Context: an optimization exercise on an open-source flow, tuned for small area, a short achievable clock period and few clock cycles per item. The choices shown serve that exercise and are no tape-out recipe. Function was checked by simulation only, so behaviour that the tests miss may differ from the original. Power and IR drop assume default switching activity.

## flow/design.v (module list and top-level ports; edited modules follow where they fit)
// module fp32_round_pack: 25 lines
// module fp32_mul: 48 lines
// module mul24_csa: 1121 lines
// module fp32_add: 76 lines
// module mae_bq: 271 lines
module mae_bq #(
    parameter N_CH = 8
) (
    input  wire        clk,
    input  wire        rst,
    input  wire        cmd_valid,
    output wire        cmd_ready,
    input  wire [31:0] cmd_data,
    output wire        rsp_valid,
    input  wire        rsp_ready,
    output wire [31:0] rsp_data
);
  // ...
==> flow/run.sh <==
#!/bin/bash
# synth_recipe.tcl (not shown) runs the flow's synth.tcl, then flattens the netlist and writes it again
# the make line also repeats each setting of config.mk as NAME=value (left out here)
make -C /OpenROAD-flow-scripts/flow DESIGN_CONFIG=/design/flow/config.mk WORK_HOME=/design/flow/orfs CLKGATE_MAP_FILE= SYNTH_SCRIPT=/design/flow/synth_recipe.tcl finish
==> flow/config.mk <==
export PLATFORM = sky130hd
export DESIGN_NAME = mae_bq
export DESIGN_NICKNAME = mae_bq
export VERILOG_FILES = /design/flow/design.v
export SDC_FILE = /design/flow/constraint.sdc
export NUM_CORES = 4
export LEC_CHECK = 0
export CAP_MARGIN = 20
export CORE_MARGIN = 2
export CORE_UTILIZATION = 40
export PLACE_DENSITY = 0.6
export SLEW_MARGIN = 20
==> flow/constraint.sdc <==
create_clock -name core_clock -period 22.0 [get_ports {clk}]
set_input_delay 4.4000 -clock core_clock [delete_from_list [all_inputs] [get_ports {clk}]]
set_output_delay 4.4000 -clock core_clock [all_outputs]
set_load 0.01 [all_outputs]
==> metrics.md, run 1 <==
| Metric | Value |
|---|---|
| Status | complete, no violations |
| Hold buffers post-CTS | 0 |
| WHS | 0.322 ns |
| Leading cell type in the layout, fill and taps excluded | edfxtp_1 |
| Detailed Route WL | between 200,000 and 300,000 um |
| Post-DR wirelength/cell | about 25 um |
| Clk cell area share | around 5.6% |
| Hold_sp | ach_r[3] |
| P_clk | between 2000 and 3000 uW |
| PnR Total Power | between 8000 and 9000 uW |
| Area after DPL | between 90,000 and 100,000 sq um |
| Leakage | 0.0377 uW |
| Mean number of vias per cell | 5.85 |
| Core area | roughly 230,000 sq um |
| Grt ovf | 0 |
| NonClk Buf Share | about 1.9% |
| Layout cell share with drive strength beyond 1 | about a tenth |
| Crit-path slowest cell | nand2_2 |
| Post-Synth XOR/XNOR Area | under 10% |
| Initial Utilization | about two fifths |
| Unrepaired setup endpoints after global routing | false |
| Hold WC Path Type | flop to flop |
| Multi-input gates | just under 6,000 |
| Die Ht | a little under 500 um |
| Register area share after synthesis | a little under half |
| FF-to-FF End | u_add.s1_sml[2] |
| Routed metal-1 wirelength | about 130,000 um |
| Post-synth cell types | between 100 and 150 |
| Asr flop ratio synth | 0% |
| Num sequential | roughly 1,600 |
| Pwr top | registers |
| Synth area leaders | edfxtp_1 38%, fa_1 11%, dfxtp_1 8.6%, mux2i_1 4.6%, nor2_1 4.5% |
Testbench counts, summed over its fixed seeds: cycles 18,406, items 3,200.
==> run 2: changes to the inputs <==
==> flow/flow/run.sh (new file) <==
#!/bin/bash
# The standard flow, with synthesis unchanged, but with timing repair after
# placement, clock tree and global routing aiming for a setup slack of
# MARGIN ns (a clock period of about 22 - MARGIN ns) instead of 0.
set -euo pipefail
MARGIN=16.2
bash standard.sh synth > synth.log 2>&1
bash standard.sh SETUP_SLACK_MARGIN=$MARGIN TNS_END_PERCENT=100 finish > layout.log 2>&1
==> flow/standard.sh (new file) <==
#!/bin/bash
# synth_recipe.tcl (not shown) runs the flow's synth.tcl, then flattens the netlist and writes it again
# the make line also repeats each setting of config.mk as NAME=value (left out here)
make -C /OpenROAD-flow-scripts/flow DESIGN_CONFIG=/design/flow/config.mk WORK_HOME=/design/flow/orfs CLKGATE_MAP_FILE= SYNTH_SCRIPT=/design/flow/synth_recipe.tcl "${@:-finish}"
--- a/flow/config.mk
+++ b/flow/config.mk
@@ -7,2 +7,3 @@
 export LEC_CHECK = 0
+export ABC_CLOCK_PERIOD_IN_PS = 5000
 export CAP_MARGIN = 20
removed: flow/run.sh
==> run 2 against run 1 <==
Net effect: critical path depth grew 1; clock skew grew 0.0065 ns; sequential power hardly changed; cell area is 8.7% higher; sequential cell count unchanged; synthesized cell count stayed put; critical path type unchanged; highest routed layer unchanged.
==> metrics.md, run 2 <==
| Metric | Value |
|---|---|
| Status | complete, no violations |
| Crit path kind | flop to flop |
| Synth area leaders | edfxtp_1 38%, fa_1 11%, dfxtp_1 8.6%, mux2i_1 4.6%, nor2_1 4.5% |
| Area leader, netlist | edfxtp_1 |
| Area after DPL | 95,700 sq um (+0.14%) |
| Layout cell share with drive strength beyond 1 | 20.0% (+10 points) |
| Die Ht | 482 um (unchanged) |
| Most frequent cell after synthesis | edfxtp_1 |
| Biggest registers after layout | z1: 256 flops, z2: 256 flops, opw: 160 flops |
| Antenna violations before repair | 15 |
| Fin. Hold Viols | 0 |
| Iteration-0 DRC count of the detailed router | ~8,000 |
| Post-route ant nets | 0 |
| Post-DR wirelength/cell | 27.0 um (+6.6%) |
| Crit-path max cell delay | ~0.65 ns |
| Net Switching | between 3000 and 4000 uW |
| Root buf cell | clkbuf_16 |
| CP required | 22.50 ns |
| Register area share after synthesis | 46.7% (unchanged) |
| Cell area after synthesis | 91,300 sq um |
| Flop pwr share | between 30 and 40% |
| Seq cells post-synth | between 1,500 and 2,000 |
| Synth warn | 6 |
| H-tree levels | 4 |
| Layout area overhead | 20.7% |
| Vias in the first global route | a little under 70,000 |
| Measured slew at the worst slew-check pin | approximately 1.1 ns |
| Cell breakdown of the critical path | buf_12 > or4_4 > and4bb_2 > xnor2_4 > or4_4 > buf_4 > buf_4 > o21ai_0 > nand3_1 > a21oi_1 > o32a_1 > o311ai_4 > ha_2 > nand3b_1 > nor4_4 > buf_6 > xor2_2 > or3_4 > nor4_4 > or4b_4 > nor4_4 > a41oi_2 |
| Post-route cell area | around 110,000 sq um |
| Hpwl dp | about 200,000 um |
| CTS tree | yes |
| Input/output buffers | 69 |
| Post-synth cell types | 117 (unchanged) |
| Leakage | 0.0412 uW (+9.3%) |
| Synthesized Nets | slightly above 9,000 |
| Int Pwr | a little under 6000 uW |
| Unrepaired setup endpoints after global routing | true |
| Grt ovf | 0 (unchanged) |
| I/O pins | 70 |
| Final period utilization | between 20% and 30% |
| CP arrival | about 6.7 ns |
| Setup violators final | 0 |
| Worst Setup Start Kind | flop |
| Clock power frac | 31.6% |
| Hold WC Path Type | flop to flop |
| Worst skew pair latency | between 0.8 and 0.9 ns |
| Initial Utilization | 40.2% (unchanged) |
| Largest net degree at the start of global routing | 84 |
| Vias | about 71,000 |
| Comb pwr share | around 29% |
| Leading cell type in the layout, fill and taps excluded | edfxtp_1 |
| Max-cap violation count | 0 |
| Asr flop ratio synth | 0% (unchanged) |
| Relative slew slack | about 27% |
| Core area | 227,000 sq um (unchanged) |
| Die Wd | 482 um |
| Crit Path Max Fanout | 7 |
| Mapped Cells | approximately 8,500 |
| 1st-pass router iterations | 8 |
| Gpl congestion | about 0.93 |
| Post-synth top flop | edfxtp_1 |
| Hold buffers post-CTS | 0 (unchanged) |
| Most frequent cells in the layout | 1,157 x edfxtp_1, 1,064 x nor2_1, 625 x inv_1, 555 x nand2_1, 465 x fa_1 |
| Detailed Route WL | 325,000 um (+11%) |
| Final Skew | between 0.07 and 0.08 ns |
| Fin Setup TNS | 0 ns |
| Top-area cell type share of the netlist area | between 30% and 40% |
| Fmax | 0.162 GHz |
| Minimum clock period | between 6 and 7 ns |
| Crit end category | flop |
| Die area | around 230,000 sq um |
| Clk buf depth | 3 |
| GRT Util Overall | roughly a quarter |
| Num CTS Buffers | 165 |
| Syn_area_per_cell | between 10 and 15 sq um |
| PwrDens | around 82 nW/um^2 |
| Reg clk slew, reported paths | roughly 0.060 ns |
| FP Rows | approximately 180 |
| Switching part of the total power | roughly a third |
| Post-synth EDFFs | between 1,000 and 1,500 |
| NumNets Final | about 9,600 |
| First-pass GRT wire length | between 400,000 and 500,000 um |
| Crit-path slowest cell | or4_4 |
| Maximum VDD drop | between 0.09 and 0.1 mV |
| CP dominant cell by count | nor4_4 |
| Mean number of vias per cell | 5.93 (+1.5%) |
| DRC Markers | 0 |
| # clock sinks | around 1,600 |
| Final Max Tran Viols | 0 |
| Commonest cells in the netlist | 1,157 x edfxtp_1, 1,106 x nor2_1, 651 x inv_1 |
## run 2: stage by stage
stage / util, % / setup slack, ns / instances / hold WS [ns] / total power (uW)
after floorplan: - / 16.03 / 8483 / 0.310 / 4890
after global placement: 42.1 / 14.10 / 11200 / 0.310 / 5730
after detailed placement: 42.1 / 14.03 / 11200 / 0.312 / 5720
after CTS: 46.7 / 15.80 / 11800 / 0.322 / 8750
after global routing: 48.5 / 15.66 / 12000 / 0.325 / 9300
final: 48.5 / 15.82 / 12000 / 0.320 / 8980
## run 2: worst paths after layout
| kind | startpoint | end | slack (ns) | cells past startpoint |
|---|---|---|---|---|
| hold / removal | aflt_r[5] | aflt_r[6] | 0.32 | 0 |
| setup reg to reg | u_add.s2_e[1] | z2[4][31] | 15.82 | 22 |
| setup / recovery | u_add.s2_e[1] | z2[4][31] | 15.82 | 22 |
| hold reg to reg | aflt_r[5] | aflt_r[6] | 0.32 | 0 |
## run 2: cell families (layout without fill, tap and decap cells)
family | Yosys count | count (layout) | share of synthesized area [%]
compound gates | 1739 | 1752 | 12.8
xor+xnor | 194 | 194 | 1.86
fa+ha+maj | 712 | 712 | 13.8
simple gates | 2580 | 2596 | 13.0
mux | 569 | 569 | 7.09
other cells | 0 | 4 | 0
flops | 1551 | 1551 | 46.7
buf+inv | 1138 | 1633 | 4.75
## run 2: what timing repair did
item,4_1_cts,5_1_grt
resized for setup,624,431
pin swaps,125,192
gates cloned,44,32
buffers inserted,198,210
setup endpoints to repair,1287,882
## run 2: power groups by stage
stage / clock network, uW / logic, uW / registers [uW]
after global routing: 2980 / 2760 / 3560
final: 2840 / 2590 / 3560
after detailed placement: 0 / 2120 / 3600
after floorplan: 0 / 1450 / 3440
after CTS: 2870 / 2350 / 3540
after global placement: 0 / 2120 / 3610
## run 2: critical path, delay by kind of cell, from the launching register on
family / cells / cell delay (ns)
AO/OA/AOI/OAI: 5 / 1.14
flip-flops: 1 / 0.35
XOR/XNOR: 2 / 0.30
buffers and inverters: 4 / 0.59
AND/OR/NAND/NOR: 10 / 3.32
adder cells (fa/ha/maj): 1 / 0.20
## run 2: layout make-up
type                       instances  area (sq um)
inverter                         656          2520
clock inverter                   105          1120
clock buffer                     202          4440
multi-input combinational       5823         48300
antenna                            4          10.0
tap                             3009          3760
sequential                      1551         42700
fill                           20200        117000
timing repair inverter             2          10.0
timing repair buffer             668          7290
## run 2: layer usage
metal  GRT usage (%)  wire length (um)
met1            36.7            133000
met2            41.9            147000
met3            4.65             29200
met5               0                69
met4            9.99             15400
==> run 3: changes to the inputs <==
--- a/flow/flow/run.sh
+++ b/flow/flow/run.sh
@@ -5,3 +5,3 @@
 set -euo pipefail
-MARGIN=16.2
+MARGIN=15.5
 bash standard.sh synth > synth.log 2>&1
==> run 3 against run 2 <==
Net effect: utilization down 3.1 points; register-to-register slack got worse by 0.19 ns; power shrank 5.0%; global-route usage fell by 1.6 points; sequential cell count stayed put; sequential power about the same; critical path type is now flop to primary output; highest routed layer unchanged.
==> metrics.md, run 3 <==
| Metric | Value |
|---|---|
| Status | complete, no violations |
| Area leader, netlist | edfxtp_1 |
| Final Skew | 0.0613 ns (-0.0175 ns) |
| Final Max Tran Viols | 0 (unchanged) |
| Setup violators final | 0 (unchanged) |
| Layout cell share with drive strength beyond 1 | 12.5% (-7.6 points) |
| Die Wd | 482 um (unchanged) |
| Most frequent cells in the layout | 1,157 x edfxtp_1, 1,088 x nor2_1, 641 x inv_1, 564 x nand2_1, 491 x fa_1 |
| Syn_area_per_cell | 10.8 sq um (unchanged) |
| Relative slew slack | 20.5% (-6.8 points) |
| FP Rows | 175 (unchanged) |
| Worst hold endpoint | aidx_r[20] |
| Asr flop ratio synth | 0% (unchanged) |
| H-tree levels | 4 (unchanged) |
| Leading cell type in the layout, fill and taps excluded | edfxtp_1 |
| Cell breakdown of the critical path | clkdlybuf4s50_1 |
| R2R Path Start | u_add.s2_e[3] |
| Post-synth cell types | 117 (unchanged) |
| Hold WC Path Type | flop to flop |
| CTS tree | yes |
| I/O pins | 70 (unchanged) |
| Crit-path slowest cell | clkdlybuf4s50_1 |
| Final period utilization | 29.4% (+1.3 points) |
| Worst Setup Start Kind | flop |
| Iteration-0 DRC count of the detailed router | 7,261 (-9.5%) |
| 1st-pass router iterations | 8 (unchanged) |
| Biggest registers after layout | z1: 256 flops, z2: 256 flops, opw: 160 flops |
| Clk buf depth | 3 (unchanged) |
| # clock sinks | 1,551 (unchanged) |
| Hold Path Stages | 0 (unchanged) |
| Crit path depth | 1 (-95%) |
| Reg2Reg Depth | 20 (-9.1%) |
| Post-route cell area | 103,000 sq um (-6.4%) |
| Mapped Cells | 8,483 (unchanged) |
| Detailed Route WL | 297,000 um (-8.4%) |
| Measured slew at the worst slew-check pin | 1.19 ns (+0.0963 ns) |
| Die Ht | 482 um (unchanged) |
| Initial Utilization | 40.2% (unchanged) |
| Fin Setup TNS | 0 ns (unchanged) |
| Root buf cell | clkbuf_16 |
| Setup ws final | 15.54 ns (-0.280 ns) |
| Seq cells post-synth | 1,551 (unchanged) |
| NumNets Final | 9,240 (-3.9%) |
| Vias in the first global route | 67,200 (-3.3%) |
| CP arrival | 2.06 ns (-4.62 ns) |
| Worst Path Buf+Inv | 1 (-3) |
| Fin. Hold Viols | 0 (unchanged) |
| Hold_sp | aidx_r[18] |
| Top-area cell type share of the netlist area | 38.1% (unchanged) |
| WHS | 0.321 ns (+0.000692 ns) |
| Synth warn | 6 (unchanged) |
| Unrepaired setup endpoints after global routing | true |
| Reg clk slew, reported paths | 0.06 ns (about the same) |
| Hpwl dp | 201,000 um (-1.4%) |
| Register area share after synthesis | 46.7% (unchanged) |
| Max-cap violation count | 0 (unchanged) |
| PnR Total Power | 8530 uW (-5.0%) |
| Layout area overhead | 13.0% |
| DRC Markers | 0 (unchanged) |
| Delay-heaviest family, CP | buffers and inverters |
| Synthesized Nets | 9,230 (unchanged) |
| Post-Place Worst Slack | 13.96 ns (-0.0771 ns) |
| Antenna violations before repair | 12 (-3) |
| First-pass GRT wire length | 440,000 um (-4.8%) |
| PwrDens | 82.8 nW/um^2 (+1.5%) |
| Cell area after synthesis | 91,300 sq um (unchanged) |
| Post-DR wirelength/cell | 25.5 um (-5.4%) |
| Largest net degree at the start of global routing | 72 (-14%) |
| Input/output buffers | 69 (unchanged) |
| Mean number of vias per cell | 5.87 (-1.1%) |
| Post-route ant nets | 0 (unchanged) |
| Vias | 68,300 (-4.2%) |
| Area after DPL | 95,600 sq um (about the same) |
| Die area | 232,000 sq um (unchanged) |
| Maximum VDD drop | 0.0819 mV (-9.6%) |
| Crit end category | primary output |
| Synth area leaders | edfxtp_1 38%, fa_1 11%, dfxtp_1 8.6%, mux2i_1 4.6%, nor2_1 4.5% |
| Crit-path max cell delay | 0.64 ns (about the same) |
| Minimum clock period | 6.46 ns (+0.280 ns) |
| Most frequent cell after synthesis | edfxtp_1 |
| Gpl congestion | 0.899 (-3.0%) |
| CP required | 17.60 ns (-4.90 ns) |
| GRT Util Overall | 25.1% (-1.6 points) |
| Crit path kind | flop to primary output |
| Post-synth top flop | edfxtp_1 |
| Crit Path Max Fanout | 1 (-6) |
| Commonest cells in the netlist | 1,157 x edfxtp_1, 1,106 x nor2_1, 651 x inv_1 |
| Grt ovf | 0 (unchanged) |
| Fmax | 0.155 GHz (-4.3%) |
| Num CTS Buffers | 163 (-1.2%) |
| Worst skew pair latency | 0.83 ns (about the same) |
| Leakage | 0.0382 uW (-7.1%) |
| Hold buffers post-CTS | 0 (unchanged) |
| FF-to-FF End | z2[5][31] |
| Worst reg2reg setup slack | 15.63 ns (-0.19 ns) |
| Core area | 227,000 sq um (unchanged) |
| Post-synth EDFFs | 1,157 (unchanged) |
run 3: through the flow:
step	instances	utilization [%]
floorplan	8483	-
CTS	11600	44.8
detailed placement	11200	42.1
global route	11600	45.4
global placement	11200	42.1
finish	11600	45.4
run 3: layer usage:
metal | track usage [%] | vias up | routed length [um]
li1 | - | 30300 | -
met1 | 35.5 | 34400 | 129000
met2 | 39.3 | 3046 | 135000
met3 | 4.33 | 532 | 24200
met4 | 7.32 | 4 | 9290
met5 | 0 | - | 34
run 3: how the worst max path moves through the flow:
stage / from / to / slack (ns)
final: odat[31] / rsp_data[31] / 15.54
after global routing: u_add.s2_e[1] / zreg[10] / 15.42
after CTS: u_add.s2_e[1] / zreg[10] / 15.43
after detailed placement: u_add.s2_e[3] / z2[3][1] / 13.96
after global placement: u_add.s2_e[1] / z1[6][9] / 13.92
after floorplan: act_r[6] / u_add.s1_sml[0] / 15.30
run 3: area by class of cell:
| cell class | count | area [sq um] |
|---|---|---|
| antenna | 9 | 22.5 |
| clock buffer | 210 | 4400 |
| clock inverter | 88 | 886 |
| fill | 20700 | 124000 |
| inverter | 656 | 2490 |
| multi-input combinational | 5801 | 45900 |
| sequential | 1551 | 42700 |
| tap | 3009 | 3760 |
| timing repair buffer | 319 | 2990 |
| timing repair inverter | 1 | 5.00 |
run 3: power by group:
group / total (uW) / internal, uW / switching [uW]
sequential: 3550 / 3320 / 235
clock: 2730 / 1520 / 1210
combinational: 2250 / 766 / 1490
run 3: cell families after synthesis:
group                    after synthesis  share of synthesized area (%)
AND/OR/NAND/NOR                     2580                           13.0
AO/OA/AOI/OAI                       1739                           12.8
flip-flops                          1551                           46.7
buffers and inverters               1138                           4.75
adder cells (fa/ha/maj)              712                           13.8
multiplexers                         569                           7.09
XOR/XNOR                             194                           1.86
run 3: timing repair:
| action | in CTS | in global routing |
|---|---|---|
| setup endpoints to repair | 942 | 689 |
| gates cloned | 4 | 7 |
| endpoints found under the hold margin | 0 | 0 |
| buffers inserted | 14 | 69 |
| pin swaps | 12 | 43 |
| resized for setup | 137 | 181 |
run 3: worst register-to-register path: cells and delay by family (launching register included):
family          cells  cell delay [ns]
fa+ha+maj           1             0.26
flops               1             0.41
buf+inv             1             0.16
compound gates      4             0.92
xor+xnor            2             0.30
simple gates       12             4.02
==> module fp32_add, before the edit <==
module fp32_add (
    input  wire        clk,
    input  wire [31:0] a,
    input  wire [31:0] b,
    input  wire        sub,
    output wire [31:0] y,
    output wire        ovf
);
    wire        sb = b[31] ^ sub;
    wire [7:0]  ea = a[30:23];
    wire [7:0]  eb = b[30:23];
    wire [23:0] ma = {ea != 8'd0, a[22:0]};
    wire [23:0] mb = {eb != 8'd0, b[22:0]};
    wire [7:0]  xa = (ea == 8'd0) ? 8'd1 : ea;
    wire [7:0]  xb = (eb == 8'd0) ? 8'd1 : eb;
    wire        swap  = a[30:0] < b[30:0];
    wire        s_big = swap ? sb : a[31];
    wire        s_sml = swap ? a[31] : sb;
    wire [7:0]  x_big = swap ? xb : xa;
    wire [7:0]  x_sml = swap ? xa : xb;
    wire [23:0] m_big = swap ? mb : ma;
    wire [23:0] m_sml = swap ? ma : mb;
    wire [7:0]  dab   = xa - xb;
    wire [7:0]  dba   = xb - xa;
    wire [7:0]  d     = swap ? dba : dab;
    wire [4:0]  dsh   = (d > 8'd27) ? 5'd27 : d[4:0];
    wire [26:0] sml_e = {m_sml, 3'b000};
    wire [26:0] sml_s = sml_e >> dsh;
    reg  [4:0]  tza, tzb;
    integer n;
    always @* begin
        tza = 5'd24;
        tzb = 5'd24;
        for (n = 23; n >= 0; n = n - 1) begin
            if (ma[n]) tza = n[4:0];
            if (mb[n]) tzb = n[4:0];
        end
    end
    wire [5:0]  tz3   = {1'b0, swap ? tza : tzb} + 6'd3;
    wire        stk   = tz3 < {1'b0, dsh};
    reg  [23:0] s1_big;
    reg  [26:0] s1_sml;
    reg  [7:0]  s1_x;
    reg         s1_sign, s1_eff;
    always @(posedge clk) begin
        s1_big  <= m_big;
        s1_sml  <= {sml_s[26:1], sml_s[0] | stk};
        s1_x    <= x_big;
        s1_sign <= s_big;
        s1_eff  <= s_big ^ s_sml;
    end
    wire [27:0] sum = s1_eff ? ({1'b0, s1_big, 3'b000} - {1'b0, s1_sml})
                             : ({1'b0, s1_big, 3'b000} + {1'b0, s1_sml});
    reg  [4:0]  lz;
    integer i;
    always @* begin
        lz = 5'd0;
        for (i = 0; i < 28; i = i + 1)
            if (sum[i]) lz = 5'd27 - i[4:0];
    end
    wire [27:0] norm = sum << lz;
    reg  [25:0] s2_norm;
    reg         s2_st0, s2_nz, s2_sign;
    reg  signed [12:0] s2_e;
    always @(posedge clk) begin
        s2_norm <= norm[27:2];
        s2_st0  <= |norm[1:0];
        s2_nz   <= norm[27];
        s2_e    <= $signed({5'd0, s1_x}) + 13'sd1 - $signed({8'd0, lz});
        s2_sign <= s1_sign;
    end
    fp32_round_pack u_rp (
        .sign(s2_sign), .nz(s2_nz), .norm(s2_norm), .st0(s2_st0),
        .e_lead(s2_e), .result(y), .ovf(ovf)
    );
endmodule
==> module mae_bq, before the edit <==
module mae_bq #(
    parameter N_CH = 8
) (
    input  wire        clk,
    input  wire        rst,
    input  wire        cmd_valid,
    output wire        cmd_ready,
    input  wire [31:0] cmd_data,
    output wire        rsp_valid,
    input  wire        rsp_ready,
    output wire [31:0] rsp_data
);
    localparam [2:0] ST_OK      = 3'd0;
    localparam [2:0] ST_ILLEGAL = 3'd1;
    localparam [2:0] ST_BADOP   = 3'd2;
    localparam [2:0] ST_NOTCFG  = 3'd3;
    localparam [2:0] ST_INDEX   = 3'd4;
    localparam [2:0] ST_NUMERIC = 3'd7;
    localparam NK = 13;      
    reg        rdy;           
    reg        in_args;       
    reg  [2:0] argc;          
    reg  [2:0] nargs;
    reg        f_proc, f_setc, f_keep, f_chok;
    reg  [2:0] f_ch;
    reg        bad;
    reg [31:0] opw [0:4];     
    reg        iss, iss_a, iss_setc, iss_zero;
    reg  [2:0] iss_st, iss_ch;
    reg        cfg;
    reg [31:0] a0, a1, a2, b1, b2;
    reg [31:0] z1 [0:N_CH-1];
    reg [31:0] z2 [0:N_CH-1];
    reg [N_CH-1:0] zv;        
    reg  [NK-1:1]   act_r;
    reg  [3*NK-1:3] ach_r;
    reg  [2*NK-1:2] aidx_r;
    reg  [NK-1:1]   aflt_r;
    wire [NK-1:0]   act  = {act_r, iss_a};
    wire [3*NK-1:0] ach  = {ach_r, iss_ch};
    wire [2*NK-1:0] aidx = {aidx_r, tail};
    wire [NK-1:0]   aflt = {aflt_r, 1'b0};
    reg  [2:0]  rob_st  [0:3];
    reg  [31:0] rob_dat [0:3];
    reg  [3:0]  rob_done, rob_hd;
    reg  [1:0]  head, tail;
    reg  [2:0]  cnt;
    reg         ov, oph;
    reg  [31:0] odat;
    reg  [31:0] mr, ar, yreg, p2reg, zreg;
    reg         mr_ovf, ar_ovf;
    wire [31:0] x = opw[0];
    wire [31:0] mul_a = (act[6] | act[7]) ? yreg : x;
    wire [31:0] mul_b = act[3] ? a1 : act[4] ? a2 : act[6] ? b1 : act[7] ? b2 : a0;
    wire [31:0] mul_y, add_y;
    wire        mul_ovf, add_ovf;
    wire [31:0] add_a = act[9] ? ar : act[10] ? p2reg : mr;
    wire [31:0] add_b = (act[3] | act[6]) ? zreg : mr;
    wire        add_sub = act[9] | act[10];
    fp32_mul u_mul (.clk(clk), .a(mul_a), .b(mul_b), .y(mul_y), .ovf(mul_ovf));
    fp32_add u_add (.clk(clk), .a(add_a), .b(add_b), .sub(add_sub), .y(add_y), .ovf(add_ovf));
    wire add_done = act[5] | act[8] | act[11];
    always @(posedge clk) begin
        mr     <= mul_y;
        mr_ovf <= mul_ovf;
        if (add_done) begin
            ar     <= add_y;
            ar_ovf <= add_ovf;
        end
        if (act[5]) yreg  <= add_y;
        if (act[7]) p2reg <= mr;
        if (act[2]) begin
            if (commit && ach[36 +: 3] == ach[6 +: 3])
                zreg <= ar;
            else
                zreg <= zv[ach[6 +: 3]] ? z1[ach[6 +: 3]] : 32'd0;
        end else if (act[5])
            zreg <= zv[ach[15 +: 3]] ? z2[ach[15 +: 3]] : 32'd0;
    end
    wire [NK-1:0] flt_in;
    assign flt_in[0]  = 1'b0;
    assign flt_in[1]  = aflt[0];
    assign flt_in[2]  = aflt[1];
    assign flt_in[3]  = aflt[2];
    assign flt_in[4]  = aflt[3] | mr_ovf;
    assign flt_in[5]  = aflt[4];
    assign flt_in[6]  = aflt[5];
    assign flt_in[7]  = aflt[6] | mr_ovf | ar_ovf;
    assign flt_in[8]  = aflt[7] | mr_ovf;
    assign flt_in[9]  = aflt[8];
    assign flt_in[10] = aflt[9] | mr_ovf | ar_ovf;
    assign flt_in[11] = aflt[10] | mr_ovf;
    assign flt_in[12] = aflt[11];
    wire fault12 = aflt[12] | ar_ovf | add_ovf;    
    wire commit  = act[12] & ~fault12;
    wire samp_ok  = ~act[0] & ~act[1] & ~act[2] & ~act[4] & ~act[5];
    reg  ch_busy;
    integer k;
    always @* begin
        ch_busy = 1'b0;
        for (k = 0; k <= 7; k = k + 1)
            if (act[k] && ach[3*k +: 3] == f_ch) ch_busy = 1'b1;
    end
    wire coef_ok  = ~|act[4:0];
    wire zero_ok  = ~|act[10:0];
    wire x_ok     = ~|act[2:0];
    wire        acc      = cmd_valid & rdy;
    wire [2:0]  hn       = cmd_data[23:21];
    wire        h_proc   = (cmd_data[31:16] == 16'h4620);
    wire        h_setc   = (cmd_data[31:17] == 15'h23D0) && (cmd_data[15:0] == 16'd0);
    wire        nonfin   = (cmd_data[30:23] == 8'hFF);
    wire        last_arg = in_args && (argc + 3'd1 == nargs);
    wire        last     = acc && (in_args ? (argc + 3'd1 == nargs) : (hn == 3'd0));
    wire        bad_n    = bad | nonfin;
    reg  [2:0] st_now;
    always @* begin
        if (f_proc) begin
            if (bad_n)        st_now = ST_BADOP;
            else if (!cfg)    st_now = ST_NOTCFG;
            else if (!f_chok) st_now = ST_INDEX;
            else              st_now = ST_OK;
        end else if (f_setc) begin
            if (bad_n)                st_now = ST_BADOP;
            else if (f_keep && !cfg)  st_now = ST_NOTCFG;
            else                      st_now = ST_OK;
        end else
            st_now = ST_ILLEGAL;
    end
    reg        rdy_next;
    reg        in_args_n;
    reg  [2:0] argc_n;
    always @* begin
        in_args_n = in_args;
        argc_n    = argc;
        if (acc) begin
            if (!in_args) begin
                in_args_n = (hn != 3'd0);
                argc_n    = 3'd0;
            end else begin
                argc_n = argc + 3'd1;
                if (argc + 3'd1 == nargs) in_args_n = 1'b0;
            end
        end
    end
    wire [3:0] held  = {1'b0, cnt} + {3'd0, iss};
    wire       room_n = held <= 4'd3;
    wire       room_l = held <= 4'd2;
    wire       last_ok = room_n & (f_proc ? (samp_ok & ~ch_busy) :
                                   f_setc ? (f_keep ? coef_ok : zero_ok) : 1'b1);
    wire       rdy_idle = !in_args ? room_n :
                          (argc + 3'd1 == nargs) ? last_ok :
                          (argc == 3'd0 && (f_proc || f_setc)) ? x_ok : 1'b1;
    wire       rdy_acc  = !in_args ? 1'b0 :
                          (argc + 3'd1 == nargs) ? room_l :
                          (argc + 3'd2 == nargs) ? last_ok : 1'b1;
    always @* rdy_next = acc ? rdy_acc : rdy_idle;
    assign cmd_ready = rdy;
    integer j;
    always @(posedge clk) begin
        if (rst) begin
            rdy      <= 1'b1;
            in_args  <= 1'b0;
            iss      <= 1'b0;
            iss_a    <= 1'b0;
            iss_setc <= 1'b0;
            iss_zero <= 1'b0;
            cfg      <= 1'b0;
        end else begin
            rdy     <= rdy_next;
            in_args <= in_args_n;
            argc    <= argc_n;
            iss      <= last;
            iss_a    <= 1'b0;
            iss_setc <= 1'b0;
            iss_zero <= 1'b0;
            if (acc && !in_args) begin
                nargs  <= hn;
                f_proc <= h_proc;
                f_setc <= h_setc;
                f_keep <= cmd_data[16];
                f_chok <= (cmd_data[15:0] < N_CH);
                f_ch   <= cmd_data[2:0];
                bad    <= 1'b0;
                iss_st <= ST_ILLEGAL;
            end
            if (acc && in_args) begin
                bad <= bad_n;
                if ((f_proc || f_setc) && argc < 3'd5) opw[argc] <= cmd_data;
                if (last) begin
                    iss_st   <= st_now;
                    iss_a    <= f_proc && st_now == ST_OK;
                    iss_setc <= f_setc && st_now == ST_OK;
                    iss_zero <= f_setc && st_now == ST_OK && !f_keep;
                    iss_ch   <= f_ch;
                end
            end
            if (iss_setc) cfg <= 1'b1;
        end
    end
    always @(posedge clk) begin
        if (iss_setc) begin
            a0 <= opw[0];
            a1 <= opw[1];
            a2 <= opw[2];
            b1 <= opw[3];
            b2 <= opw[4];
        end
    end
    always @(posedge clk) begin
        for (j = 0; j < N_CH; j = j + 1) begin
            if (commit && ach[36 +: 3] == j) begin
                z1[j] <= ar;
                z2[j] <= add_y;
            end
        end
        if (iss_zero)
            zv <= {N_CH{1'b0}};
        else if (commit)
            zv[ach[36 +: 3]] <= 1'b1;
    end
    always @(posedge clk) begin
        if (rst)
            act_r <= {(NK-1){1'b0}};
        else
            act_r <= act[NK-2:0];
        ach_r  <= ach[3*NK-4:0];
        aidx_r <= aidx[2*NK-3:0];
        aflt_r <= flt_in[NK-1:1];
    end
    wire        can_load = ~ov | (oph & rsp_ready);
    wire        take_st  = ov & ~oph & rsp_ready;
    wire        load     = can_load & rob_done[head] & (cnt != 3'd0);
    wire        free     = take_st;
    always @(posedge clk) begin
        if (rst) begin
            head <= 2'd0;
            tail <= 2'd0;
            cnt  <= 3'd0;
            ov   <= 1'b0;
            oph  <= 1'b0;
            rob_done <= 4'd0;
        end else begin
            if (iss) begin
                rob_done[tail] <= ~iss_a;
                rob_st[tail]   <= iss_st;
                rob_hd[tail]   <= iss_a;
                tail <= tail + 2'd1;
            end
            if (act[12]) begin
                rob_done[aidx[24 +: 2]] <= 1'b1;
                rob_st[aidx[24 +: 2]]   <= fault12 ? ST_NUMERIC : ST_OK;
            end
            cnt <= cnt + {2'd0, iss} - {2'd0, free};
            if (load) begin
                ov   <= 1'b1;
                oph  <= 1'b0;
                odat <= {29'd0, rob_st[head]};
            end else if (take_st) begin
                oph  <= 1'b1;
                odat <= (rob_st[head] == ST_OK && rob_hd[head]) ? rob_dat[head] : 32'd0;
                rob_done[head] <= 1'b0;
                head <= head + 2'd1;
            end else if (ov & oph & rsp_ready) begin
                ov <= 1'b0;
            end
        end
        if (act[6]) rob_dat[aidx[12 +: 2]] <= yreg;
    end
    assign rsp_valid = ov;
    assign rsp_data  = odat;
endmodule
==> run 4: changes to the inputs <==
--- a/flow/design.v
+++ b/flow/design.v
@@ -25,2 +25,22 @@
 endmodule
+module fp32_round_pack_al (
+    input  wire               sign,
+    input  wire               nz,
+    input  wire               subn,
+    input  wire [25:0]        norm,
+    input  wire               st0,
+    input  wire signed [12:0] e_lead,
+    output wire [31:0]        result,
+    output wire               ovf
+);
+    wire [23:0] mant   = norm[25:2];
+    wire        guard  = norm[1];
+    wire        sticky = norm[0] | st0;
+    wire [8:0]  efield = subn ? 9'd0 : e_lead[8:0];
+    wire        big    = !subn && (e_lead > 13'sd254);
+    wire        rnd    = guard & (sticky | mant[0]);
+    wire [31:0] rounded = {efield, mant[22:0]} + {31'd0, rnd};
+    assign ovf    = nz && (big || (!subn && e_lead[8:0] == 9'd254 && (&mant[22:0]) && rnd));
+    assign result = (!nz || rounded[30:0] == 31'd0) ? 32'd0 : {sign, rounded[30:0]};
+endmodule
 module fp32_mul (
@@ -1247,2 +1267,4 @@
                              : ({1'b0, s1_big, 3'b000} + {1'b0, s1_sml});
+    wire [27:0] stop = (s1_x > 8'd27) ? 28'd0 : (28'h8000000 >> s1_x);
+    wire [27:0] sgl  = sum | stop;
     reg  [4:0]  lz;
@@ -1252,3 +1274,3 @@
         for (i = 0; i < 28; i = i + 1)
-            if (sum[i]) lz = 5'd27 - i[4:0];
+            if (sgl[i]) lz = 5'd27 - i[4:0];
     end
@@ -1256,3 +1278,3 @@
     reg  [25:0] s2_norm;
-    reg         s2_st0, s2_nz, s2_sign;
+    reg         s2_st0, s2_nz, s2_sign, s2_subn;
     reg  signed [12:0] s2_e;
@@ -1261,3 +1283,4 @@
         s2_st0  <= |norm[1:0];
-        s2_nz   <= norm[27];
+        s2_nz   <= |sum;
+        s2_subn <= !norm[27];
         s2_e    <= $signed({5'd0, s1_x}) + 13'sd1 - $signed({8'd0, lz});
@@ -1265,4 +1288,4 @@
     end
-    fp32_round_pack u_rp (
-        .sign(s2_sign), .nz(s2_nz), .norm(s2_norm), .st0(s2_st0),
+    fp32_round_pack_al u_rp (
+        .sign(s2_sign), .nz(s2_nz), .subn(s2_subn), .norm(s2_norm), .st0(s2_st0),
         .e_lead(s2_e), .result(y), .ovf(ovf)
@@ -1289,2 +1312,4 @@
     localparam NK = 13;      
+    localparam NR = 5;       
+    localparam IW = 3;       
     reg        rdy;           
@@ -1297,4 +1322,9 @@
     reg [31:0] opw [0:4];     
-    reg        iss, iss_a, iss_setc, iss_zero;
+    reg        pk_v;
+    reg  [2:0] pk_ch;
+    reg  [IW-1:0] pk_idx;
+    reg [31:0] pk_x;
+    reg        iss, iss_s, iss_pk, iss_a, iss_fire, iss_setc, iss_zero;
     reg  [2:0] iss_st, iss_ch;
+    reg        rdy_dir;       
     reg        cfg;
@@ -1306,3 +1336,3 @@
     reg  [3*NK-1:3] ach_r;
-    reg  [2*NK-1:2] aidx_r;
+    reg  [IW*NK-1:IW] aidx_r;
     reg  [NK-1:1]   aflt_r;
@@ -1310,9 +1340,9 @@
     wire [3*NK-1:0] ach  = {ach_r, iss_ch};
-    wire [2*NK-1:0] aidx = {aidx_r, tail};
+    wire [IW*NK-1:0] aidx = {aidx_r, iss_fire ? pk_idx : tail};
     wire [NK-1:0]   aflt = {aflt_r, 1'b0};
-    reg  [2:0]  rob_st  [0:3];
-    reg  [31:0] rob_dat [0:3];
-    reg  [3:0]  rob_done, rob_hd;
-    reg  [1:0]  head, tail;
-    reg  [2:0]  cnt;
+    reg  [2:0]    rob_st  [0:NR-1];
+    reg  [31:0]   rob_dat [0:NR-1];
+    reg  [NR-1:0] rob_done, rob_hd;
+    reg  [IW-1:0] head, tail;
+    reg  [3:0]    cnt;
     reg         ov, oph;
@@ -1365,13 +1395,26 @@
     wire commit  = act[12] & ~fault12;
-    wire samp_ok  = ~act[0] & ~act[1] & ~act[2] & ~act[4] & ~act[5];
-    reg  ch_busy;
-    integer k;
+    wire samp_ok = ~act[0] & ~act[1] & ~act[2] & ~act[3] & ~act[5] & ~act[6];
+    reg  [N_CH-1:0] busy;      
+    reg  [N_CH-1:0] busy1;     
+    integer k, c;
     always @* begin
-        ch_busy = 1'b0;
-        for (k = 0; k <= 7; k = k + 1)
-            if (act[k] && ach[3*k +: 3] == f_ch) ch_busy = 1'b1;
+        busy  = {N_CH{1'b0}};
+        busy1 = {N_CH{1'b0}};
+        for (k = 0; k <= 8; k = k + 1)
+            for (c = 0; c < N_CH; c = c + 1)
+                if (act[k] && ach[3*k +: 3] == c) begin
+                    busy[c] = 1'b1;
+                    if (k <= 7) busy1[c] = 1'b1;
+                end
     end
-    wire coef_ok  = ~|act[4:0];
-    wire zero_ok  = ~|act[10:0];
-    wire x_ok     = ~|act[2:0];
+    wire x_state = in_args && f_proc && (argc + 3'd1 == nargs);
+    wire fire = pk_v && samp_ok && !busy[pk_ch];
+    wire samp_ok1 = ~act[0] & ~act[1] & ~act[2] & ~act[4] & ~act[5] & ~fire;
+    function chan_blk(input [2:0] ch);
+        chan_blk = busy1[ch] || (pk_v && pk_ch == ch);
+    endfunction
+    wire park_ok1 = !pk_v || fire;
+    wire coef_ok  = ~|act[4:0] & ~pk_v;
+    wire zero_ok  = ~|act[10:0] & ~pk_v;
+    wire x_ok     = ~|act[2:0] & ~pk_v;
     wire        acc      = cmd_valid & rdy;
@@ -1381,3 +1424,2 @@
     wire        nonfin   = (cmd_data[30:23] == 8'hFF);
-    wire        last_arg = in_args && (argc + 3'd1 == nargs);
     wire        last     = acc && (in_args ? (argc + 3'd1 == nargs) : (hn == 3'd0));
@@ -1398,3 +1440,9 @@
     end
-    reg        rdy_next;
+    wire samp_now = acc && x_state && st_now == ST_OK;    
+    wire go_now   = samp_now && rdy_dir;                   
+    wire park_now = samp_now && !rdy_dir;                  
+    wire fire1    = pk_v && samp_ok1 && !busy1[pk_ch] && !go_now;
+    function dir_ok(input [2:0] ch);
+        dir_ok = samp_ok1 && !chan_blk(ch) && !fire1;
+    endfunction
     reg        in_args_n;
@@ -1414,14 +1462,22 @@
     end
-    wire [3:0] held  = {1'b0, cnt} + {3'd0, iss};
-    wire       room_n = held <= 4'd3;
-    wire       room_l = held <= 4'd2;
-    wire       last_ok = room_n & (f_proc ? (samp_ok & ~ch_busy) :
-                                   f_setc ? (f_keep ? coef_ok : zero_ok) : 1'b1);
+    wire [3:0] held  = cnt + {3'd0, iss};
+    wire       room_n = held <= NR - 1;
+    wire       room_l = held <= NR - 2;
+    wire       dir_f    = dir_ok(f_ch);
     wire       rdy_idle = !in_args ? room_n :
-                          (argc + 3'd1 == nargs) ? last_ok :
-                          (argc == 3'd0 && (f_proc || f_setc)) ? x_ok : 1'b1;
-    wire       rdy_acc  = !in_args ? 1'b0 :
+                          (argc + 3'd1 == nargs) ?
+                              room_n & (f_proc ? (dir_f | (park_ok1 & chan_blk(f_ch))) :
+                                        f_setc ? (f_keep ? coef_ok : zero_ok) : 1'b1) :
+                          (argc == 3'd0 && f_setc) ? x_ok : 1'b1;
+    wire       dir_h    = dir_ok(cmd_data[2:0]);
+    wire       rdy_acc  = !in_args ?
+                              ((hn == 3'd0) ? room_l :
+                               h_proc ? room_n & (dir_h | (park_ok1 & chan_blk(cmd_data[2:0]))) :
+                               h_setc ? x_ok : 1'b1) :
                           (argc + 3'd1 == nargs) ? room_l :
-                          (argc + 3'd2 == nargs) ? last_ok : 1'b1;
-    always @* rdy_next = acc ? rdy_acc : rdy_idle;
+                          (argc + 3'd2 == nargs) ?
+                              room_n & (f_setc ? (f_keep ? coef_ok : zero_ok) : 1'b1) :
+                          1'b1;
+    wire       rdy_next = acc ? rdy_acc : rdy_idle;
+    wire       rdy_dir_next = acc ? (!in_args && dir_h) : (in_args && dir_f);
     assign cmd_ready = rdy;
@@ -1431,5 +1487,9 @@
             rdy      <= 1'b1;
+            rdy_dir  <= 1'b0;
             in_args  <= 1'b0;
             iss      <= 1'b0;
+            iss_s    <= 1'b0;
+            iss_pk   <= 1'b0;
             iss_a    <= 1'b0;
+            iss_fire <= 1'b0;
             iss_setc <= 1'b0;
@@ -1437,4 +1497,6 @@
             cfg      <= 1'b0;
+            pk_v     <= 1'b0;
         end else begin
             rdy     <= rdy_next;
+            rdy_dir <= rdy_dir_next;
             in_args <= in_args_n;
@@ -1442,5 +1504,9 @@
             iss      <= last;
-            iss_a    <= 1'b0;
+            iss_s    <= 1'b0;
+            iss_pk   <= park_now;
+            iss_a    <= go_now | fire;
+            iss_fire <= fire;
             iss_setc <= 1'b0;
             iss_zero <= 1'b0;
+            iss_ch   <= fire ? pk_ch : f_ch;
             if (acc && !in_args) begin
@@ -1457,13 +1523,24 @@
                 bad <= bad_n;
-                if ((f_proc || f_setc) && argc < 3'd5) opw[argc] <= cmd_data;
                 if (last) begin
                     iss_st   <= st_now;
-                    iss_a    <= f_proc && st_now == ST_OK;
+                    iss_s    <= samp_now;
                     iss_setc <= f_setc && st_now == ST_OK;
                     iss_zero <= f_setc && st_now == ST_OK && !f_keep;
-                    iss_ch   <= f_ch;
                 end
             end
+            if (fire) pk_v <= 1'b0;
+            if (park_now) pk_v <= 1'b1;
+            if (iss_pk) pk_idx <= tail;
             if (iss_setc) cfg <= 1'b1;
         end
+        if (fire)
+            opw[0] <= pk_x;
+        else if (acc && in_args && (f_setc || (x_state && rdy_dir)) && argc == 3'd0)
+            opw[0] <= cmd_data;
+        if (acc && in_args && f_setc && argc != 3'd0 && argc < 3'd5)
+            opw[argc] <= cmd_data;
+        if (acc && x_state && !rdy_dir) begin
+            pk_x  <= cmd_data;
+            pk_ch <= f_ch;
+        end
     end
@@ -1496,43 +1573,46 @@
         ach_r  <= ach[3*NK-4:0];
-        aidx_r <= aidx[2*NK-3:0];
+        aidx_r <= aidx[IW*NK-IW-1:0];
         aflt_r <= flt_in[NK-1:1];
     end
-    wire        can_load = ~ov | (oph & rsp_ready);
-    wire        take_st  = ov & ~oph & rsp_ready;
-    wire        load     = can_load & rob_done[head] & (cnt != 3'd0);
-    wire        free     = take_st;
+    wire        take_dat = ov & oph & rsp_ready;
+    wire        free     = take_dat;
+    wire [IW-1:0] head1  = (head == NR - 1) ? {IW{1'b0}} : head + 1'b1;
+    wire [31:0] dat_h    = (rob_st[head] == ST_OK && rob_hd[head]) ? rob_dat[head] : 32'd0;
+    wire [31:0] w_rdy    = !ov  ? {29'd0, rob_st[head]} :
+                           !oph ? dat_h : {29'd0, rob_st[head1]};
+    wire [31:0] w_idle   = (ov & oph) ? dat_h : {29'd0, rob_st[head]};
     always @(posedge clk) begin
         if (rst) begin
-            head <= 2'd0;
-            tail <= 2'd0;
-            cnt  <= 3'd0;
+            head <= {IW{1'b0}};
+            tail <= {IW{1'b0}};
+            cnt  <= 4'd0;
             ov   <= 1'b0;
             oph  <= 1'b0;
-            rob_done <= 4'd0;
+            rob_done <= {NR{1'b0}};
         end else begin
             if (iss) begin
-                rob_done[tail] <= ~iss_a;
+                rob_done[tail] <= ~iss_s;
                 rob_st[tail]   <= iss_st;
-                rob_hd[tail]   <= iss_a;
-                tail <= tail + 2'd1;
+                rob_hd[tail]   <= iss_s;
+                tail <= (tail == NR - 1) ? {IW{1'b0}} : tail + 1'b1;
             end
             if (act[12]) begin
-                rob_done[aidx[24 +: 2]] <= 1'b1;
-                rob_st[aidx[24 +: 2]]   <= fault12 ? ST_NUMERIC : ST_OK;
+                rob_done[aidx[12*IW +: IW]] <= 1'b1;
+                rob_st[aidx[12*IW +: IW]]   <= fault12 ? ST_NUMERIC : ST_OK;
             end
-            cnt <= cnt + {2'd0, iss} - {2'd0, free};
-            if (load) begin
-                ov   <= 1'b1;
-                oph  <= 1'b0;
-                odat <= {29'd0, rob_st[head]};
-            end else if (take_st) begin
-                oph  <= 1'b1;
-                odat <= (rob_st[head] == ST_OK && rob_hd[head]) ? rob_dat[head] : 32'd0;
+            cnt <= cnt + {3'd0, iss} - {3'd0, free};
+            if (!ov) begin
+                ov  <= rob_done[head];
+                oph <= 1'b0;
+            end else if (!oph) begin
+                if (rsp_ready) oph <= 1'b1;
+            end else if (rsp_ready) begin
                 rob_done[head] <= 1'b0;
-                head <= head + 2'd1;
-            end else if (ov & oph & rsp_ready) begin
-                ov <= 1'b0;
+                head <= head1;
+                ov   <= rob_done[head1];
+                oph  <= 1'b0;
             end
         end
-        if (act[6]) rob_dat[aidx[12 +: 2]] <= yreg;
+        odat <= rsp_ready ? w_rdy : w_idle;
+        if (act[6]) rob_dat[aidx[6*IW +: IW]] <= yreg;
     end
==> run 4 against run 3 <==
Net effect: critical path depth unchanged; power is 18% higher; die area up 1.3%; via count is 3.2% lower.
==> metrics.md, run 4 <==
| Metric | Value |
|---|---|
| Num CTS Buffers | 171 (+4.9%) |
| Delay-heaviest family, CP | buffers and inverters |
| Die Wd | 485 um (+0.66%) |
| Crit-path max cell delay | 0.62 ns (-0.02 ns) |
| Final Skew | 0.0662 ns (+0.00489 ns) |
| Synthesized Nets | 9,018 (-2.3%) |
| CP arrival | 1.95 ns (-0.11 ns) |
| Cell breakdown of the critical path | clkdlybuf4s50_1 |
| Post-synth top flop | edfxtp_1 |
| Post-DR wirelength/cell | 25.2 um (-1.2%) |
| Leakage | 0.0386 uW (+1.0%) |
| Core area | 230,000 sq um (+1.2%) |
| CP required | 17.60 ns (about the same) |
| Biggest registers after layout | z1: 256 flops, z2: 256 flops |
| Fin. Hold Viols | 0 (unchanged) |
| Crit path kind | flop to primary output |
| Final Max Tran Viols | 0 (unchanged) |
| Post-route ant nets | 0 (unchanged) |
| 1st-pass router iterations | 8 (unchanged) |
| Initial Utilization | 40.2% (about the same) |
| Syn_area_per_cell | 11.2 sq um (+3.9%) |
| Iteration-0 DRC count of the detailed router | 6,285 (-13%) |
| Crit Path Max Fanout | 9 (+8) |
| Hold WC Path Type | flop to flop |
| Worst skew pair latency | 0.84 ns (about the same) |
| Reg clk slew, reported paths | 0.06 ns (about the same) |
| H-tree levels | 4 (unchanged) |
| Post-Layout Cell Count | 11,500 (-1.7%) |
| Worst Path Buf+Inv | 1 (unchanged) |
| Asr flop ratio synth | 0% (unchanged) |
| CTS tree | yes |
| Hold buffers post-CTS | 0 (unchanged) |
| Clk buf depth | 3 (unchanged) |
| Final period utilization | 28.9% (-0.49 points) |
| Detailed Route WL | 289,000 um (-2.8%) |
| Unrepaired setup endpoints after global routing | true |
| NumNets Final | 9,018 (-2.4%) |
| Post-layout util | 45.4% (about the same) |
| I/O pins | 70 (unchanged) |
| Setup violators final | 0 (unchanged) |
| Cell area after synthesis | 92,500 sq um (+1.3%) |
| Top-area cell type share of the netlist area | 38.9% (+0.86 points) |
| Fmax | 0.157 GHz (+1.7%) |
| Measured slew at the worst slew-check pin | 1.22 ns (+0.0315 ns) |
| DRC Markers | 0 (unchanged) |
| PnR Total Power | 10,100 uW (+18%) |
| Minimum clock period | 6.35 ns (-0.108 ns) |
| Worst reg2reg setup slack | 15.69 ns (+0.06 ns) |
| Relative slew slack | 18.8% (-1.8 points) |
| FP Rows | 176 (+0.57%) |
| First-pass GRT wire length | 427,000 um (-2.9%) |
| Mean number of vias per cell | 5.78 (-1.5%) |
| Largest net degree at the start of global routing | 78 (+8.3%) |
| Max-cap violation count | 0 (unchanged) |
| Most frequent cells in the layout | 1,199 x edfxtp_1, 1,036 x nor2_1, 636 x inv_1, 513 x nand2_1, 490 x fa_1 |
| Status | complete, no violations |
| Layout cell share with drive strength beyond 1 | 12.2% (-0.32 points) |
| Seq cells post-synth | 1,648 (+6.3%) |
| Hpwl dp | 197,000 um (-2.1%) |
| Area leader, netlist | edfxtp_1 |
| Placed cell count | 11,100 (-1.5%) |
| Layout area overhead | 12.8% |
| Input/output buffers | 69 (unchanged) |
| Fin Setup TNS | 0 ns (unchanged) |
| PwrDens | 96.9 nW/um^2 (+17%) |
| Vias | 66,200 (-3.2%) |
| Synth area leaders | edfxtp_1 39%, fa_1 11%, dfxtp_1 9.7%, mux2i_1 4.5%, nor2_1 4.3% |
| Maximum VDD drop | 0.0721 mV (-12%) |
| Grt ovf | 0 (unchanged) |
| Most frequent cell after synthesis | edfxtp_1 |
| Die area | 235,000 sq um (+1.3%) |
| Synth warn | 6 (unchanged) |
| Leading cell type in the layout, fill and taps excluded | edfxtp_1 |
| GRT Util Overall | 24.0% (-1.0 points) |
| Post-synth EDFFs | 1,199 (+3.6%) |
| Root buf cell | clkbuf_16 |
| Mapped Cells | 8,272 (-2.5%) |
| Crit-path slowest cell | clkdlybuf4s50_1 |
| Antenna violations before repair | 13 (+1) |
| Vias in the first global route | 66,000 (-1.8%) |
| Commonest cells in the netlist | 1,199 x edfxtp_1, 1,062 x nor2_1, 640 x inv_1 |
| # clock sinks | 1,648 (+6.3%) |
| Gpl congestion | 0.913 (+1.6%) |
| Die Ht | 485 um (+0.66%) |
| Post-synth cell types | 99 (-15%) |
| Crit end category | primary output |
| Worst Setup Start Kind | flop |
| Register area share after synthesis | 48.6% (+1.9 points) |
run 4: what timing repair did:
action / 4_1_cts / 5_1_grt
pin swaps: 1 / 12
gates resized for setup: 92 / 105
cloned: 8 / 4
setup endpoints to repair: 197 / 252
setup buffers: 14 / 24
run 4: worst paths after layout:
kind	cells after the start	to	startpoint
worst min register to register	0	ach_r[30]	ach_r[27]
worst max-delay path	1	rsp_valid	ov
worst max register to register	17	u_mul.s1_s[31]	act_r[7]
worst min-delay path	0	ach_r[30]	ach_r[27]
run 4: layer usage:
layer	track usage [%]	routed length, um	up-vias
li1	-	-	29500
met1	33.0	125000	33500
met2	38.3	133000	2637
met3	3.46	19200	512
met4	9.56	12300	2
met5	0	13	-
run 4: area by class of cell:
type                            instances  area [sq um]
Antenna cell                            8          20.0
Clock buffer                          237          4760
Clock inverter                         80          1190
Fill cell                           21000        126000
Inverter                              648          2460
Multi-Input combinational cell       5556         44700
Sequential cell                      1648         45000
Tap cell                             3026          3790
Timing Repair Buffer                  245          2350
Timing Repair inverter                  2          12.5
run 4: logic make-up after synthesis:
logic type	count (synthesis)	synth area share, %
xor gates and xnor gates	187	1.77
AOI/OAI and AO/OA	1573	10.9
muxes	647	8.60
DFF	1648	48.6
buffers and inverters	1075	4.40
adders and majority gates	710	13.6
and+or+nand+nor	2432	12.1
run 4: where the power goes:
part / internal (uW) / total [uW] / switching (uW)
logic: 1140 / 3250 / 2110
registers: 3580 / 3830 / 243
clock network: 1760 / 3030 / 1270
total: 6480 / 10100 / 3620
run 4: stage by stage:
stage | hold slack (ns) | worst slack, ns | area (sq um)
after detailed placement | 0.312 | 13.91 | 96900
after global routing | 0.324 | 15.35 | 104000
after CTS | 0.320 | 15.50 | 103000
after global placement | 0.311 | 13.97 | 96900
after floorplan | 0.310 | 15.40 | 92600
final | 0.321 | 15.65 | 104000
Testbench counts of run 4, summed over its fixed seeds: cycles 16,867, items 3,200.
==> run 5: changes to the inputs <==
--- a/flow/flow/run.sh
+++ b/flow/flow/run.sh
@@ -5,3 +5,3 @@
 set -euo pipefail
-MARGIN=15.5
+MARGIN=15.8
 bash standard.sh synth > synth.log 2>&1
==> run 5 against run 4 <==
Net effect: still clean on timing, DRC and antenna; first-iteration DRC count rose by 12%; hold slack lost 0.0048 ns; maximum frequency increased by 3.6%; clock power is essentially flat; sequential cell count did not move; power up 0.64%; sequential power about the same; die area did not move; via count grew 1.5%; sequential share of layout area down 0.66 points; global-route usage is 0.20 points higher; non-clock buffer count grew 79; largest power group unchanged.
==> metrics.md, run 5 <==
| Metric | Value |
|---|---|
| Status | complete, no violations |
| Final Max Tran Viols | 0 (unchanged) |
| Syn_area_per_cell | 11.2 sq um (unchanged) |
| Vias | 67,100 (+1.5%) |
| Num CTS Buffers | 171 (unchanged) |
| FILL cells | 20,900 (-0.19%) |
| Post-synth EDFFs | 1,199 (unchanged) |
| Hold WC Path Type | flop to flop |
| Top-area cell type share of the netlist area | 38.9% (unchanged) |
| Seq cells post-synth | 1,648 (unchanged) |
| FP Rows | 176 (unchanged) |
| Worst reg2reg setup slack | 15.96 ns (+0.27 ns) |
| Area after DPL | 96,900 sq um (about the same) |
| DRC Markers | 0 (unchanged) |
| Maximum VDD drop | 0.0813 mV (+13%) |
| Detailed Route WL | 293,000 um (+1.4%) |
| H-tree levels | 4 (unchanged) |
| Root buf cell | clkbuf_16 |
| Leading cell type in the layout, fill and taps excluded | edfxtp_1 |
| Antenna violations before repair | 16 (+3) |
| Grt ovf | 0 (unchanged) |
| Final period utilization | 27.9% (-1.0 points) |
| First-pass GRT wire length | 432,000 um (+1.0%) |
| Minimum clock period | 6.13 ns (-0.223 ns) |
| Layout area overhead | 14.6% |
| Measured slew at the worst slew-check pin | 1.20 ns (-0.0182 ns) |
| Mapped Cells | 8,272 (unchanged) |
| Mean number of vias per cell | 5.81 (+0.65%) |
| Synth area leaders | edfxtp_1 39%, fa_1 11%, dfxtp_1 9.7%, mux2i_1 4.5%, nor2_1 4.3% |
| Gpl congestion | 0.904 (-1.0%) |
| Layout cell share with drive strength beyond 1 | 14.2% (+2.1 points) |
| Max-cap violation count | 0 (unchanged) |
| Unrepaired setup endpoints after global routing | true |
| Synthesized Nets | 9,018 (unchanged) |
| Hold Path Stages | 0 (unchanged) |
| Fmax | 0.163 GHz (+3.6%) |
| Worst skew pair latency | 0.85 ns (about the same) |
| Final Skew | 0.0588 ns (-0.00738 ns) |
| Core area | 230,000 sq um (unchanged) |
| Relative slew slack | 20.0% (+1.2 points) |
| CP arrival | 6.60 ns (+4.65 ns) |
| I/O pins | 70 (unchanged) |
| PwrDens | 96.0 nW/um^2 (-0.93%) |
| Die area | 235,000 sq um (unchanged) |
| Iteration-0 DRC count of the detailed router | 7,026 (+12%) |
| Vias in the first global route | 66,200 (+0.37%) |
| R2R Path Start | u_mul.s2_e[1] |
| Post-route ant nets | 0 (unchanged) |
| Crit path kind | input pin to flop |
| Hold buffers post-CTS | 0 (unchanged) |
| Crit end category | flop |
| Setup ws final | 15.87 ns (+0.223 ns) |
| Post-DR wirelength/cell | 25.4 um (+0.61%) |
| Post-synth cell types | 99 (unchanged) |
| Area leader, netlist | edfxtp_1 |
| Cell area after synthesis | 92,500 sq um (unchanged) |
| Storage element area | 45,000 sq um (about the same) |
| Commonest cells in the netlist | 1,199 x edfxtp_1, 1,062 x nor2_1, 640 x inv_1 |
| Most frequent cell after synthesis | edfxtp_1 |
| NumNets Final | 9,106 (+0.98%) |
| Register area share after synthesis | 48.6% (unchanged) |
| Reg clk slew, reported paths | 0.06 ns (about the same) |
| Footprint of the multi-input gates | 45,400 sq um (+1.6%) |
| Synth warn | 6 (unchanged) |
| Reg2Reg Depth | 24 (+7) |
| GRT Util Overall | 24.2% (+0.20 points) |
| Input/output buffers | 69 (unchanged) |
| Largest net degree at the start of global routing | 77 (-1.3%) |
| Leakage | 0.0392 uW (+1.5%) |
| Most frequent cells in the layout | 1,199 x edfxtp_1, 1,031 x nor2_1, 636 x inv_1, 509 x nand2_1, 490 x fa_1 |
| Worst Setup Start Kind | input pin |
| Asr flop ratio synth | 0% (unchanged) |
| Fin Setup TNS | 0 ns (unchanged) |
| Hold_sp | ach_r[34] |
| Worst hold endpoint | ach_r[37] |
| Biggest registers after layout | z1: 256 flops, z2: 256 flops |
| Crit Path Max Fanout | 16 (+7) |
| Fin. Hold Viols | 0 (unchanged) |
| Initial Utilization | 40.2% (unchanged) |
| FF-to-FF End | mr[31] |
| Post-route cell area | 106,000 sq um (+1.6%) |
| Clk buf depth | 3 (unchanged) |
| Post-Place Worst Slack | 14.44 ns (+0.534 ns) |
| Hpwl dp | 194,000 um (-1.2%) |
| CP required | 22.46 ns (+4.86 ns) |
| CTS tree | yes |
| # clock sinks | 1,648 (unchanged) |
| Post-synth top flop | edfxtp_1 |
| Die Ht | 485 um (unchanged) |
| Setup violators final | 0 (unchanged) |
| Die Wd | 485 um (unchanged) |
| 1st-pass router iterations | 8 (unchanged) |
run 5: cell counts after synthesis:
Identical to the previous run, type by type.
run 5: how the worst max path moves through the flow:
stage | from | endpoint | cells past startpoint
floorplan | cmd_data[25] | rdy | 14
global placement | cmd_data[15] | rdy | 7
detailed placement | act_r[3] | u_add.s1_sml[11] | 23
CTS | cmd_valid | opw[3][0] | 6
global route | u_mul.s1_s[1] | u_mul.s2_st0 | 22
finish | cmd_valid | opw[3][10] | 6
run 5: logic make-up after synthesis:
| logic type | Yosys count | synth area share, % |
|---|---|---|
| adders and majority gates | 710 | 13.6 |
| AOI/OAI and AO/OA | 1573 | 10.9 |
| buffers and inverters | 1075 | 4.40 |
| and+or+nand+nor | 2432 | 12.1 |
| muxes | 647 | 8.60 |
| DFF | 1648 | 48.6 |
| xor gates and xnor gates | 187 | 1.77 |
run 5: layout make-up:
class | instances | share of cell area (%)
multi-input cells | 5565 | 42.9
clock buffers | 235 | 4.41
flip-flops and latches | 1648 | 42.5
diodes | 10 | 0.0236
inverters | 648 | 2.32
repair buffers | 324 | 3.15
repair inverters | 2 | 0.0118
well taps | 3026 | 3.57
clock inverters | 85 | 1.13
run 5: through the flow:
| step | hold WS (ns) | util, % | instances | total power, uW |
|---|---|---|---|---|
| 6_report | 0.316 | 46.1 | 11500 | 10200 |
| 5_1_grt | 0.327 | 46.1 | 11500 | 10600 |
| 4_1_cts | 0.324 | 45.3 | 11500 | 10000 |
| 3_5_place_dp | 0.312 | 42.1 | 11100 | 6930 |
| 3_3_place_gp | 0.310 | 42.1 | 11100 | 6920 |
| 2_1_floorplan | 0.310 | - | 8272 | 5870 |
run 5: timing repair:
| action | in CTS | in global routing |
|---|---|---|
| buffers inserted | 48 | 68 |
| gates cloned | 17 | 11 |
| pin swaps | 15 | 31 |
| endpoints found under the setup margin | 245 | 193 |
| resized for setup | 180 | 209 |
run 5: worst max-delay path, cell delays in order:
cell and delay, ns:
clkdlybuf4s50_1 0.51, and2_2 0.24, nand2_1 0.13, nor4b_4 0.39, nor3b_2 0.47, and2_4 0.44
run 5: power breakdown:
group	leakage, uW	internal [uW]	switching [uW]	total, uW
clock	0.00281	1730	1260	3000
combinational	0.0218	1210	2140	3360
sequential	0.0146	3580	237	3820
run 5: per-layer routing:
metal  routed length (um)  up-vias  track usage (%)  share of wire (%)
li1                     -    29700                -                  -
met5                   13        -                0             0.0044
met1               123000    33900             33.3                 42
met3                22600      584             3.65                7.7
met4                13400        2             9.80                4.6
met2               134000     2934             38.4                 46
==> run 6: changes to the inputs <==
--- a/flow/flow/run.sh
+++ b/flow/flow/run.sh
@@ -5,3 +5,3 @@
 set -euo pipefail
-MARGIN=15.8
+MARGIN=16.0
 bash standard.sh synth > synth.log 2>&1
--- a/flow/config.mk
+++ b/flow/config.mk
@@ -10,4 +10,4 @@
 export CORE_MARGIN = 2
-export CORE_UTILIZATION = 40
-export PLACE_DENSITY = 0.6
+export CORE_UTILIZATION = 55
+export PLACE_DENSITY = 0.7
 export SLEW_MARGIN = 20
==> run 6 against run 5 <==
Net effect: still clean on timing, DRC and antenna; worst setup slack improved by 0.13 ns; cell area about the same; utilization increased by 17 points; cell count decreased by 6.7%; clock power decreased by 4%; register-to-register slack improved by 0.11 ns; clock-buffer cell count decreased by 17; largest cell class unchanged.
==> metrics.md, run 6 <==
| Metric | Value |
|---|---|
| Top-area cell type share of the netlist area | 38.9% (unchanged) |
| Post-synth EDFFs | 1,199 (unchanged) |
| Placed cell count | 10,200 (-7.4%) |
| Root buf cell | clkbuf_16 |
| Hold buffers post-CTS | 0 (unchanged) |
| Final Max Tran Viols | 0 (unchanged) |
| Crit Path Max Fanout | 7 (-9) |
| Area leader, netlist | edfxtp_1 |
| 1st-pass router iterations | 5 (-3) |
| Layout cell share with drive strength beyond 1 | 15.6% (+1.4 points) |
| Max-cap violation count | 0 (unchanged) |
| Syn_area_per_cell | 11.2 sq um (unchanged) |
| Final Skew | 0.0496 ns (-0.00923 ns) |
| DRC Markers | 0 (unchanged) |
| Delay-heaviest family, CP | simple AND/OR/NAND/NOR gates |
| Post-route ant nets | 0 (unchanged) |
| Post-synth cell types | 99 (unchanged) |
| Synthesized Nets | 9,018 (unchanged) |
| Fmax | 0.167 GHz (+2.1%) |
| Leakage | 0.0398 uW (+1.5%) |
| Most frequent cells in the layout | 1,199 x edfxtp_1, 1,033 x nor2_1, 635 x inv_1, 510 x nand2_1, 486 x fa_1 |
| Mean number of vias per cell | 6.31 (+8.5%) |
| Status | complete, no violations |
| Gpl congestion | 0.941 (+4.0%) |
| FILL cells | 12,900 (-38%) |
| Layout area overhead | 14.5% (about the same) |
| Hpwl dp | 185,000 um (-4.7%) |
| NumNets Final | 9,162 (+0.61%) |
| PnR Total Power | 10,200 uW (about the same) |
| Vias in the first global route | 66,700 (+0.75%) |
| Leading cell type in the layout, fill and taps excluded | edfxtp_1 |
| GRT Util Overall | 32.0% (+7.7 points) |
| Reg clk slew, reported paths | 0.06 ns (about the same) |
| Crit-path slowest cell | or4_1 |
| Hold WC Path Type | flop to flop |
| Mapped Cells | 8,272 (unchanged) |
| CP required | 22.67 ns (+0.21 ns) |
| Worst skew pair latency | 0.84 ns (about the same) |
| Num CTS Buffers | 162 (-5.3%) |
| Maximum VDD drop | 0.0828 mV (+1.9%) |
| Worst Path Buf+Inv | 2 (+1) |
| Crit-path max cell delay | 0.63 ns (+0.12 ns) |
| Crit end category | flop |
| Die area | 171,000 sq um (-27%) |
| Detailed Route WL | 284,000 um (-3.2%) |
| Final period utilization | 27.3% (-0.58 points) |
| Footprint of the multi-input gates | 45,900 sq um (+0.96%) |
| Fin. Hold Viols | 0 (unchanged) |
| Relative slew slack | 23.4% (+3.4 points) |
## run 6: worst reg2reg max path, cell delays in order, from the launching register on
cell and delay [ns]:
dfxtp_4 0.39, buf_12 0.14, nor2_4 0.12, buf_12 0.12, mux2_2 0.34, or4_4 0.57
nor2_4 0.15, buf_12 0.16, nor2_1 0.08, fa_2 0.59, inv_1 0.07, fa_1 0.51
fa_1 0.41, fa_1 0.57, fa_1 0.45, fa_1 0.57, inv_1 0.06, fa_1 0.48
## run 6: area by class of cell
cell class	instances	area share, %
timing repair buffer	390	3.93
multi-input combinational	5562	43.3
timing repair inverter	4	0.0248
clock buffer	218	4.23
antenna	3	0.00709
sequential	1648	42.5
clock inverter	87	1.04
inverter	648	2.33
tap	2204	2.60
## run 6: per-stage QoR
stage	setup WS (ns)	instance area [sq um]	hold WS (ns)
finish	16.00	106000	0.315
global route	15.91	106000	0.324
CTS	15.89	103000	0.321
detailed placement	14.08	95900	0.312
global placement	14.12	95900	0.310
floorplan	15.56	92800	0.310
## run 6: path summary, 6_finish.rpt
kind | start | slack (ns) | cells past startpoint | to
min | aidx_r[23] | 0.32 | 0 | aidx_r[26]
min reg2reg | aidx_r[23] | 0.32 | 0 | aidx_r[26]
max | cmd_data[15] | 16.00 | 8 | rdy
max reg2reg | act_r[7] | 16.07 | 17 | u_mul.s1_s[27]
## run 6: cells by family after synthesis
family                   synth area share (%)
buffers and inverters                    4.40
XOR/XNOR                                 1.77
adder cells (fa/ha/maj)                  13.6
flip-flops                               48.6
AND/OR/NAND/NOR                          12.1
multiplexers                             8.60
AO/OA/AOI/OAI                            10.9
## run 6: report_power, final
group | leakage, uW | total, uW | switching, uW | internal, uW
Sequential | 0.0146 | 3810 | 230 | 3580
Clock | 0.00270 | 2870 | 1240 | 1630
Combinational | 0.0225 | 3490 | 2210 | 1270
Total | 0.0398 | 10200 | 3680 | 6490
## run 6: what timing repair did
| item | in CTS | in global routing |
|---|---|---|
| gates cloned | 18 | 21 |
| setup endpoints to repair | 434 | 193 |
| pin swaps | 43 | 93 |
| hold endpoints to repair | 0 | 0 |
| setup buffers | 70 | 100 |
| gates resized for setup | 309 | 258 |
## run 6: routing by layer
metal  track usage (%)  wire length [um]  vias to the layer above
met5                 0                10                        -
li1                  -                 -                    29800
met2              50.1            130000                     3592
met3              5.67             26000                      730
met1              43.5            112000                    33800
met4              15.0             15600                        2

afterwards: timing with drivers on the ports:
The flow's constraints put no driver on any port. The routed layouts listed below were extracted and timed again, unchanged, in two steps.
Step 1 sets driving cells, clkbuf_16 on the clock port and buf_2 on the other inputs (assumed; they add their load-dependent delay and slew).
Step 2, shift: input delay + t, output delay - t, t = (earliest + latest rising clock arrival at the registers) / 2. This alone moves slack from input paths to output paths.
Three values: ideal, step 1, step 2; two values: the first two.
run | t, ns | slack for setup (ns)
run 1 | 0.896 | 13.849 / 13.849 / 13.849
run 2 | 0.879 | 15.819 / 15.819 / 15.442
run 3 | 0.892 | 15.539 / 15.442 / 14.841
run 4 | 0.909 | 15.646 / 15.543 / 14.826
run 5 | 0.916 | 15.869 / 15.778 / 15.024
run 6 | 0.899 | 15.996 / 15.988 / 15.150
After both steps setup and hold are still met in every run listed.
